This design comes from an exercise in tuning for small area and few clock cycles per item on the open sky130 flow, not from production work. Only simulation tests tie the RTL to the original design; equivalence was not proved. Power is estimated from default activity; no workload was simulated.

==> flow/design.v <==
module softspi_exp (
    input  wire        clk,
    input  wire        rst,           
    input  wire        cmd_valid,
    output wire        cmd_ready,
    input  wire [31:0] cmd,
    input  wire [31:0] now,           
    output reg         rsp_valid,
    output reg  [15:0] rsp_data,
    output reg         rsp_refused,
    output reg         pins_oe,       
    output reg         out_data,
    output reg         out_clk,       
    output reg         out_latch,
    output reg         in_latch,      
    output reg         in_clk,        
    input  wire        in_data,
    output reg         dac_cs,
    output reg         dac_data,
    output reg         adc_convst,
    input  wire        adc_data
);
    localparam [2:0] T_OUT_SETUP  = 3'd2;
    localparam [2:0] T_IN_SETTLE  = 3'd3;
    localparam [2:0] T_ADC_SETTLE = 3'd2;
    localparam [2:0] T_CONVST_LOW = 3'd2;
    localparam [31:0] INTERVAL    = 32'd30;
    localparam [7:0] DAC_HI_A     = 8'h18;
    localparam [7:0] DAC_HI_B     = 8'h19;
    function [23:0] dac_init_word(input [2:0] idx);
        case (idx)
            3'd0:    dac_init_word = 24'h200003;   
            3'd1:    dac_init_word = 24'h300003;   
            3'd2:    dac_init_word = 24'h1F8000;   
            3'd3:    dac_init_word = 24'h380001;   
            default: dac_init_word = 24'h020000;   
        endcase
    endfunction
    localparam [2:0] DAC_INIT_LAST = 3'd4;
    localparam [7:0] OP_START = 8'h01, OP_STOP  = 8'h02,
                     OP_WPIN  = 8'h10, OP_WPORT = 8'h11,
                     OP_SCAN  = 8'h20, OP_RPIN  = 8'h21,
                     OP_SETCH = 8'h30,
                     OP_CONV  = 8'h40, OP_RSMP  = 8'h41, OP_RCH = 8'h42,
                     OP_TASK  = 8'h50;
    localparam [4:0] S_IDLE     = 5'd0,
                     S_ST_CFG   = 5'd1,    
                     S_ST_DRV   = 5'd2,    
                     S_LO_DATA  = 5'd3,    
                     S_LO_WAIT  = 5'd4,
                     S_LO_CLK0  = 5'd5,
                     S_LO_CLK1  = 5'd6,
                     S_LO_LAT1  = 5'd7,
                     S_LO_LAT0  = 5'd8,
                     S_DT_CS0   = 5'd9,    
                     S_DT_DATA  = 5'd10,
                     S_DT_CLK1  = 5'd11,
                     S_DT_CLK0  = 5'd12,
                     S_DT_CS1   = 5'd13,
                     S_SI_LAT0  = 5'd14,   
                     S_SI_LAT1  = 5'd15,
                     S_SI_CLK0  = 5'd16,
                     S_SI_W1    = 5'd17,
                     S_SI_SMP   = 5'd18,
                     S_SI_W2    = 5'd19,
                     S_SI_CLK1  = 5'd20,
                     S_RS_CS0   = 5'd21,   
                     S_RS_CLK0  = 5'd22,
                     S_RS_W1    = 5'd23,
                     S_RS_SMP   = 5'd24,
                     S_RS_CLK1  = 5'd25,
                     S_RS_W2    = 5'd26,
                     S_RS_CS1   = 5'd27,
                     S_CV_LO    = 5'd28,   
                     S_CV_WAIT  = 5'd29,
                     S_CV_HI    = 5'd30;
    reg [4:0]  state;
    reg [7:0]  op;           
    reg [23:0] out_state;
    reg [7:0]  in_cache0, in_cache1;
    reg [15:0] adc_buf [0:7];
    reg [31:0] last;
    reg        primed;
    reg        enabled;
    reg [23:0] out_w;        
    reg [23:0] dac_w;        
    reg [2:0]  dac_idx;      
    reg [15:0] in_sr;        
    reg [127:0] smp_sr;      
    reg [6:0]  bitcnt;
    reg [2:0]  waitcnt;
    integer i;
    wire [7:0]  c_op  = cmd[31:24];
    wire [7:0]  c_idx = cmd[15:8];
    wire [7:0]  c_ch  = cmd[23:16];
    reg c_legal;
    always @(*) begin
        case (c_op)
            OP_START, OP_STOP, OP_SCAN, OP_CONV, OP_RSMP, OP_TASK:
                c_legal = (cmd[23:0] == 24'd0);
            OP_WPIN:
                c_legal = (cmd[23:16] == 8'd0) && (cmd[7:1] == 7'd0);
            OP_RPIN, OP_RCH:
                c_legal = (cmd[23:16] == 8'd0) && (cmd[7:0] == 8'd0);
            OP_WPORT, OP_SETCH:
                c_legal = 1'b1;
            default:
                c_legal = 1'b0;
        endcase
    end
    wire [15:0] in16    = {in_cache1, in_cache0};
    wire [31:0] elapsed = now - last;
    wire        due     = primed || (elapsed >= INTERVAL);
    assign cmd_ready = (state == S_IDLE);
    wire   accept    = cmd_valid && cmd_ready;
    always @(posedge clk) begin
        if (rst) begin
            state       <= S_IDLE;
            op          <= 8'd0;
            out_state   <= 24'd0;
            in_cache0   <= 8'd0;
            in_cache1   <= 8'd0;
            for (i = 0; i < 8; i = i + 1)
                adc_buf[i] <= 16'd0;
            last        <= 32'd0;
            primed      <= 1'b0;
            enabled     <= 1'b0;
            out_w       <= 24'd0;
            dac_w       <= 24'd0;
            dac_idx     <= 3'd0;
            in_sr       <= 16'd0;
            smp_sr      <= 128'd0;
            bitcnt      <= 7'd0;
            waitcnt     <= 3'd0;
            rsp_valid   <= 1'b0;
            rsp_data    <= 16'd0;
            rsp_refused <= 1'b0;
            pins_oe     <= 1'b0;
            out_data    <= 1'b0;
            out_clk     <= 1'b0;
            out_latch   <= 1'b0;
            in_latch    <= 1'b1;
            in_clk      <= 1'b1;
            dac_cs      <= 1'b1;
            dac_data    <= 1'b0;
            adc_convst  <= 1'b1;
        end else begin
            rsp_valid <= 1'b0;
            case (state)
            S_IDLE: begin
                if (accept) begin
                    op          <= c_op;
                    rsp_data    <= 16'd0;
                    rsp_refused <= 1'b0;
                    if (!c_legal) begin
                        rsp_refused <= 1'b1;
                        rsp_valid   <= 1'b1;
                    end else begin
                        case (c_op)
                        OP_START: state <= S_ST_CFG;
                        OP_STOP: begin
                            pins_oe   <= 1'b0;
                            in_cache0 <= 8'd0;
                            in_cache1 <= 8'd0;
                            out_state <= 24'd0;
                            enabled   <= 1'b0;
                            rsp_valid <= 1'b1;
                        end
                        OP_WPIN: begin
                            if (c_idx < 8'd24) begin
                                out_state[c_idx[4:0]] <= cmd[0];
                                out_w                 <= out_state;
                                out_w[c_idx[4:0]]     <= cmd[0];
                                bitcnt                <= 7'd0;
                                state                 <= S_LO_DATA;
                            end else begin
                                rsp_valid <= 1'b1;
                            end
                        end
                        OP_WPORT: begin
                            out_state <= cmd[23:0];
                            out_w     <= cmd[23:0];
                            bitcnt    <= 7'd0;
                            state     <= S_LO_DATA;
                        end
                        OP_SCAN:  state <= S_SI_LAT0;
                        OP_RPIN: begin
                            rsp_data  <= (c_idx < 8'd16) ? {15'd0, in16[c_idx[3:0]]} : 16'd0;
                            rsp_valid <= 1'b1;
                        end
                        OP_SETCH: begin
                            if (c_ch < 8'd2) begin
                                dac_w <= {(c_ch[0] ? DAC_HI_B : DAC_HI_A), cmd[15:0]};
                                state <= S_DT_CS0;
                            end else begin
                                rsp_valid <= 1'b1;
                            end
                        end
                        OP_CONV:  state <= S_CV_LO;
                        OP_RSMP:  state <= S_RS_CS0;
                        OP_RCH: begin
                            rsp_data  <= (c_idx < 8'd8) ? adc_buf[c_idx[2:0]] : 16'd0;
                            rsp_valid <= 1'b1;
                        end
                        OP_TASK: begin
                            if (enabled && due) begin
                                last   <= now;
                                primed <= 1'b0;
                                state  <= S_SI_LAT0;
                            end else begin
                                rsp_valid <= 1'b1;
                            end
                        end
                        default: rsp_valid <= 1'b1;
                        endcase
                    end
                end
            end
            S_ST_CFG: begin
                pins_oe <= 1'b1;
                state   <= S_ST_DRV;
            end
            S_ST_DRV: begin
                out_data   <= 1'b0;
                out_clk    <= 1'b0;
                out_latch  <= 1'b0;
                in_latch   <= 1'b1;
                in_clk     <= 1'b1;
                dac_cs     <= 1'b1;
                dac_data   <= 1'b0;
                adc_convst <= 1'b1;
                out_state  <= 24'd0;
                out_w      <= 24'd0;
                in_cache0  <= 8'd0;
                in_cache1  <= 8'd0;
                for (i = 0; i < 8; i = i + 1)
                    adc_buf[i] <= 16'd0;
                bitcnt     <= 7'd0;
                state      <= S_LO_DATA;
            end
            S_LO_DATA: begin
                out_data <= out_w[23];
                waitcnt  <= T_OUT_SETUP - 3'd1;
                state    <= S_LO_WAIT;
            end
            S_LO_WAIT: begin
                if (waitcnt == 3'd0)
                    state <= S_LO_CLK0;
                else
                    waitcnt <= waitcnt - 3'd1;
            end
            S_LO_CLK0: begin
                out_clk <= 1'b0;
                state   <= S_LO_CLK1;
            end
            S_LO_CLK1: begin
                out_clk <= 1'b1;
                out_w   <= {out_w[22:0], 1'b0};
                if (bitcnt == 7'd23) begin
                    state <= S_LO_LAT1;
                end else begin
                    bitcnt <= bitcnt + 7'd1;
                    state  <= S_LO_DATA;
                end
            end
            S_LO_LAT1: begin
                out_latch <= 1'b1;
                state     <= S_LO_LAT0;
            end
            S_LO_LAT0: begin
                out_latch <= 1'b0;
                if (op == OP_START) begin
                    dac_idx <= 3'd0;
                    dac_w   <= dac_init_word(3'd0);
                    state   <= S_DT_CS0;
                end else begin
                    rsp_valid <= 1'b1;
                    state     <= S_IDLE;
                end
            end
            S_DT_CS0: begin
                dac_cs <= 1'b0;
                bitcnt <= 7'd0;
                state  <= S_DT_DATA;
            end
            S_DT_DATA: begin
                dac_data <= dac_w[23];
                state    <= S_DT_CLK1;
            end
            S_DT_CLK1: begin
                out_clk <= 1'b1;
                state   <= S_DT_CLK0;
            end
            S_DT_CLK0: begin
                out_clk <= 1'b0;
                dac_w   <= {dac_w[22:0], 1'b0};
                if (bitcnt == 7'd23) begin
                    state <= S_DT_CS1;
                end else begin
                    bitcnt <= bitcnt + 7'd1;
                    state  <= S_DT_DATA;
                end
            end
            S_DT_CS1: begin
                dac_cs <= 1'b1;
                if (op == OP_START && dac_idx != DAC_INIT_LAST) begin
                    dac_idx <= dac_idx + 3'd1;
                    dac_w   <= dac_init_word(dac_idx + 3'd1);
                    state   <= S_DT_CS0;
                end else begin
                    if (op == OP_START) begin
                        primed  <= 1'b1;
                        enabled <= 1'b1;
                    end
                    rsp_valid <= 1'b1;
                    state     <= S_IDLE;
                end
            end
            S_SI_LAT0: begin
                in_latch <= 1'b0;
                state    <= S_SI_LAT1;
            end
            S_SI_LAT1: begin
                in_latch <= 1'b1;
                bitcnt   <= 7'd0;
                state    <= S_SI_CLK0;
            end
            S_SI_CLK0: begin
                in_clk  <= 1'b0;
                waitcnt <= T_IN_SETTLE - 3'd1;
                state   <= S_SI_W1;
            end
            S_SI_W1: begin
                if (waitcnt == 3'd0)
                    state <= S_SI_SMP;
                else
                    waitcnt <= waitcnt - 3'd1;
            end
            S_SI_SMP: begin
                in_sr   <= {in_sr[14:0], in_data};
                waitcnt <= T_IN_SETTLE - 3'd1;
                state   <= S_SI_W2;
            end
            S_SI_W2: begin
                if (waitcnt == 3'd0)
                    state <= S_SI_CLK1;
                else
                    waitcnt <= waitcnt - 3'd1;
            end
            S_SI_CLK1: begin
                in_clk <= 1'b1;
                if (bitcnt == 7'd15) begin
                    in_cache0 <= in_sr[15:8];
                    in_cache1 <= in_sr[7:0];
                    if (op == OP_TASK) begin
                        state <= S_RS_CS0;
                    end else begin
                        rsp_valid <= 1'b1;
                        state     <= S_IDLE;
                    end
                end else begin
                    bitcnt <= bitcnt + 7'd1;
                    state  <= S_SI_CLK0;
                end
            end
            S_RS_CS0: begin
                in_latch <= 1'b0;
                bitcnt   <= 7'd0;
                state    <= S_RS_CLK0;
            end
            S_RS_CLK0: begin
                in_clk  <= 1'b0;
                waitcnt <= T_ADC_SETTLE - 3'd1;
                state   <= S_RS_W1;
            end
            S_RS_W1: begin
                if (waitcnt == 3'd0)
                    state <= S_RS_SMP;
                else
                    waitcnt <= waitcnt - 3'd1;
            end
            S_RS_SMP: begin
                smp_sr <= {smp_sr[126:0], adc_data};
                state  <= S_RS_CLK1;
            end
            S_RS_CLK1: begin
                in_clk  <= 1'b1;
                waitcnt <= T_ADC_SETTLE - 3'd1;
                state   <= S_RS_W2;
            end
            S_RS_W2: begin
                if (waitcnt != 3'd0) begin
                    waitcnt <= waitcnt - 3'd1;
                end else if (bitcnt == 7'd127) begin
                    state <= S_RS_CS1;
                end else begin
                    bitcnt <= bitcnt + 7'd1;
                    state  <= S_RS_CLK0;
                end
            end
            S_RS_CS1: begin
                in_latch <= 1'b1;
                for (i = 0; i < 8; i = i + 1)
                    adc_buf[i] <= smp_sr[127 - 16*i -: 16];
                if (op == OP_TASK) begin
                    state <= S_CV_LO;
                end else begin
                    rsp_valid <= 1'b1;
                    state     <= S_IDLE;
                end
            end
            S_CV_LO: begin
                adc_convst <= 1'b0;
                waitcnt    <= T_CONVST_LOW - 3'd1;
                state      <= S_CV_WAIT;
            end
            S_CV_WAIT: begin
                if (waitcnt == 3'd0)
                    state <= S_CV_HI;
                else
                    waitcnt <= waitcnt - 3'd1;
            end
            S_CV_HI: begin
                adc_convst <= 1'b1;
                rsp_valid  <= 1'b1;
                state      <= S_IDLE;
            end
            default: state <= S_IDLE;
            endcase
        end
    end
endmodule
==> flow/run.sh <==
#!/bin/bash
# synth_recipe.tcl (not shown) runs the flow's synth.tcl, then flattens the netlist and writes it again
# the make line also repeats each setting of config.mk as NAME=value (left out here)
make -C /OpenROAD-flow-scripts/flow DESIGN_CONFIG=/design/flow/config.mk WORK_HOME=/design/flow/orfs CLKGATE_MAP_FILE= SYNTH_SCRIPT=/design/flow/synth_recipe.tcl finish
==> flow/config.mk <==
export PLATFORM = sky130hd
export DESIGN_NAME = softspi_exp
export DESIGN_NICKNAME = softspi_exp
export VERILOG_FILES = /design/flow/design.v
export SDC_FILE = /design/flow/constraint.sdc
export NUM_CORES = 4
export LEC_CHECK = 0
export CAP_MARGIN = 20
export CORE_MARGIN = 2
export CORE_UTILIZATION = 40
export SLEW_MARGIN = 20
==> flow/constraint.sdc <==
create_clock -name core_clock -period 10.0 [get_ports {clk}]
set_input_delay 2.0000 -clock core_clock [delete_from_list [all_inputs] [get_ports {clk}]]
set_output_delay 2.0000 -clock core_clock [all_outputs]
set_load 0.01 [all_outputs]
==> summary.txt <==
Drt
  – Remaining antenna violation count: 0
  – # DRC: 0
  – Final wirelength: 64.6 mm
  – Met3 wire length: 3.48 mm
  – Total number of vias: 19800
  – DR top layer: met4
  – Drt first-iter violations: 1846
  – Pre-antenna DRT Iters: 6
  – Drt wl/cell: 19.1 microns
  – Via-to-Cell Ratio: 5.84
  – Met1 wire length: 29.5 mm
  – Met2 wire length: 29.8 mm

Synthesis
  – Ys async rst share: 0%
  – Post-synth cell types: 89
  – Top cell type's share of synthesized area: 41.7%
  – Syn avg cell area: 7.98 sq um
  – Largest cells by area after synthesis: dfxtp_1 42%, nand2_1 8.2%, a21oi_1 7.4%
  – Post-Syn Area: 0.0214 sq mm
  – Cell taking the most area after synthesis: dfxtp_1
  – Yosys Warn Count: 2
  – Synthesized Nets: 2801
  – Top FF cell, synth: dfxtp_1
  – EDFF count, synth: 0
  – Sequential share of the synthesized area: 41.7%
  – Gate Count Post-Synth: 2687
  – Synth Register Bits: 447

Global route
  – Vias in the first global route: 19100
  – Initial antenna violation count: 0
  – Largest net degree at the start of global routing: 117
  – Total track usage: 22.6%
  – GR Overflow Total: 0
  – Global-route wire length before repair: 103 mm

Timing
  – Clock Skew: 40.1 ps
  – Worst slew margin: 29.7%
  – Final hold vios: 0
  – Total negative setup slack: 0 ps
  – Final Cycle Share: 59.4%
  – Worst-Margin Slew: 1060 ps
  – RSZ-0062 raised after global routing: no
  – Fmax: 168 MHz
  – Final Max Tran Viols: 0
  – # setup viols final: 0
  – Post-route minimum period: 5940 ps
  – Fin worst setup slack: 4060 ps

Power and ir drop
  – VDD IR max: 0.148 mV
  – Lkg Pwr: 8.50 nW
  – Pwr dens: 189 mW/mm^2

Clock network
  – Worst-Skew Late Latency: 610 ps
  – Sink Count: 447
  – CTS root buf: clkbuf_16
  – CTS clk-pin slew, worst paths: 60 ps
  – CTS resizes: 0
  – Cts hold-fix bufs: 0
  – CTS tree: yes
  – CTS Buffer Depth: 3
  – CTS H-Tree Depth: 2
  – Setup Fix Bufs, Post-CTS: 0
  – CTS buffer count: 50

Status
  – Run status: no timing/DRC/antenna violations

Setup path
  – CP endpoint kind: register
  – Critical Path AT: 6400 ps
  – Critical path peak fanout: 5
  – RR Startpoint: last[0]
  – Crit Path Category: in -> reg
  – R2r setup slk: 5710 ps
  – Type of origin of the critical path: input pin
  – Worst path required time: 10460 ps
  – Critical path origin: now[0]

Die
  – Die Y: 236 microns
  – Chip width: 236 microns
  – Initial Utilization: 40.6%
  – Core area: 0.0528 sq mm
  – Cell row count: 84
  – I/O Pins: 97
  – Die ar.: 0.0555 sq mm

Finish
  – Most common cell after layout, fill and taps aside: nand2_1
  – Commonest non-fill, non-tap cells in the layout: 464 x nand2_1, 447 x dfxtp_1, 316 x a21oi_1, 297 x nor2_1, 96 x a22oi_1
  – Final Net Count: 2779
  – Layout cell share with drive strength beyond 1: 6.62%
  – Layout area overhead: 14.0%
  – # fillers: 5209
  – Diodes inserted: 0

Placement
  – HPWL Detailed: 41.5 mm
  – Routability Congestion: 0.935
  – Worst slack, placed: 3490 ps
  – Port-buffer cells: 96

Min path
  – Hold wc startpoint: in_cache0[3]
  – Hold Crit Class: reg -> reg

Flow run
  – Total of max-cap violations: 0
## state kept, by name (all words and copies together) (netlist names), 16 cells and up
signal / count
last: 32
out_w: 24
in_sr: 16
smp_sr: 128
out_state: 24
adc_buf: 128
rsp_data: 16
dac_w: 24
## kinds of logic (layout without fill, tap and decap cells)
group / count (synthesis) / in the layout / share of synthesized area (%)
adder cells (fa/ha/maj): 45 / 45 / 2.66
XOR/XNOR: 16 / 16 / 0.654
buffers and inverters: 274 / 291 / 5.02
multiplexers: 70 / 70 / 3.48
AND/OR/NAND/NOR: 1007 / 1007 / 20.5
flip-flops: 447 / 447 / 41.7
AO/OA/AOI/OAI: 828 / 828 / 26.0
## worst paths after layout
check / end / cells past startpoint
setup / recovery: rsp_valid / 16
hold / removal: in_cache0[3] / 2
setup reg to reg: rsp_valid / 14
hold reg to reg: in_cache0[3] / 2
## layer usage
metal / GRT usage, % / up-vias
li1: - / 9581
met1: 30.4 / 9553
met2: 36.8 / 578
met3: 3.38 / 114
met4: 7.95 / 0
met5: 0 / -
## synth_stat cells (all sizes together), types with 10 or more instances
cell and number:
nand2 467, dfxtp 447, a21oi 321, nor2 301, clkbuf 172, a22oi 96
o21ai 79, a22o 77, a211oi 73, inv 69, mux2i 51, nor3 49
ha 44, nand3 42, buf 33, a222oi 27, o22a 22, nand2b 21
nor2b 21, a221oi 19, nand4 18, mux2 17, nor4 16, a31oi 10
## critical path: stages
cell and delay (ps):
clkdlybuf4s50_1 480, inv_1 50, ha_1 240, fa_1 400, nand2b_1 220, a21oi_2 260
nor2_1 110, a2111o_1 420, a2111oi_0 420, nand4b_1 160, a2111oi_1 410, nand4_1 270
nor3_1 260, nand2b_1 150, o21ai_0 80, a211oi_1 460
## metrics by stage
step / power, mW / area (sq um) / hold WS [ps] / cells / util, %
2_1_floorplan: 2.53 / 21400 / 428 / 2687 / -
3_3_place_gp: 2.77 / 22800 / 436 / 3300 / 43.1
6_report: 4.61 / 24400 / 452 / 3392 / 46.3
4_1_cts: 4.64 / 24400 / 451 / 3391 / 46.3
5_1_grt: 4.82 / 24400 / 475 / 3392 / 46.3
3_5_place_dp: 2.79 / 22800 / 444 / 3300 / 43.1
## cell type report
cell class                 count  area, sq um  share of cell area, %
timing repair buffer         131         1220                   4.99
multi-input combinational   1966        11500                   47.0
clock buffer                  75         1470                   6.00
clock inverter                16          196                  0.804
sequential                   447         8950                   36.6
inverter                      69          259                   1.06
tap                          688          861                   3.52
## where the power goes
part	internal, mW	switching [mW]
logic	0.288	0.552
registers	1.88	0.0550
clock network	1.07	0.772
total	3.24	1.38
Testbench counts, summed over its fixed seeds: cycles 595,990, items 2,406.

what the ideal ports hide:
Ports are ideal in the flow. The routed layout listed here was re-timed in OpenROAD. Step 1 sets driving cells, clkbuf_16 on the clock port and buf_2 on the other inputs (assumed; they add their load-dependent delay and slew). Step 2 adds t to the input delays and takes it off the output delays; t is the mean of the earliest and latest rising clock arrival at the registers after step 1. Input paths then give back, and output paths get back, about the clock's delay inside the block. Slacks: no drivers / after step 1 / after step 2; pairs: no drivers / after step 1.
t (ns): 0.651
slack for setup (ns): 4.059 / 4.091 / 3.440
worst setup path after step 2: input to register
latest minus earliest clock arrival (ns): 0.045 / 0.045
slew at the worst register clock pin (ns): 0.06 / 0.06
After both steps this run still meets setup and hold. The setup slack of this run moves by +0.032 ns with the drivers and by -0.619 ns with both steps.
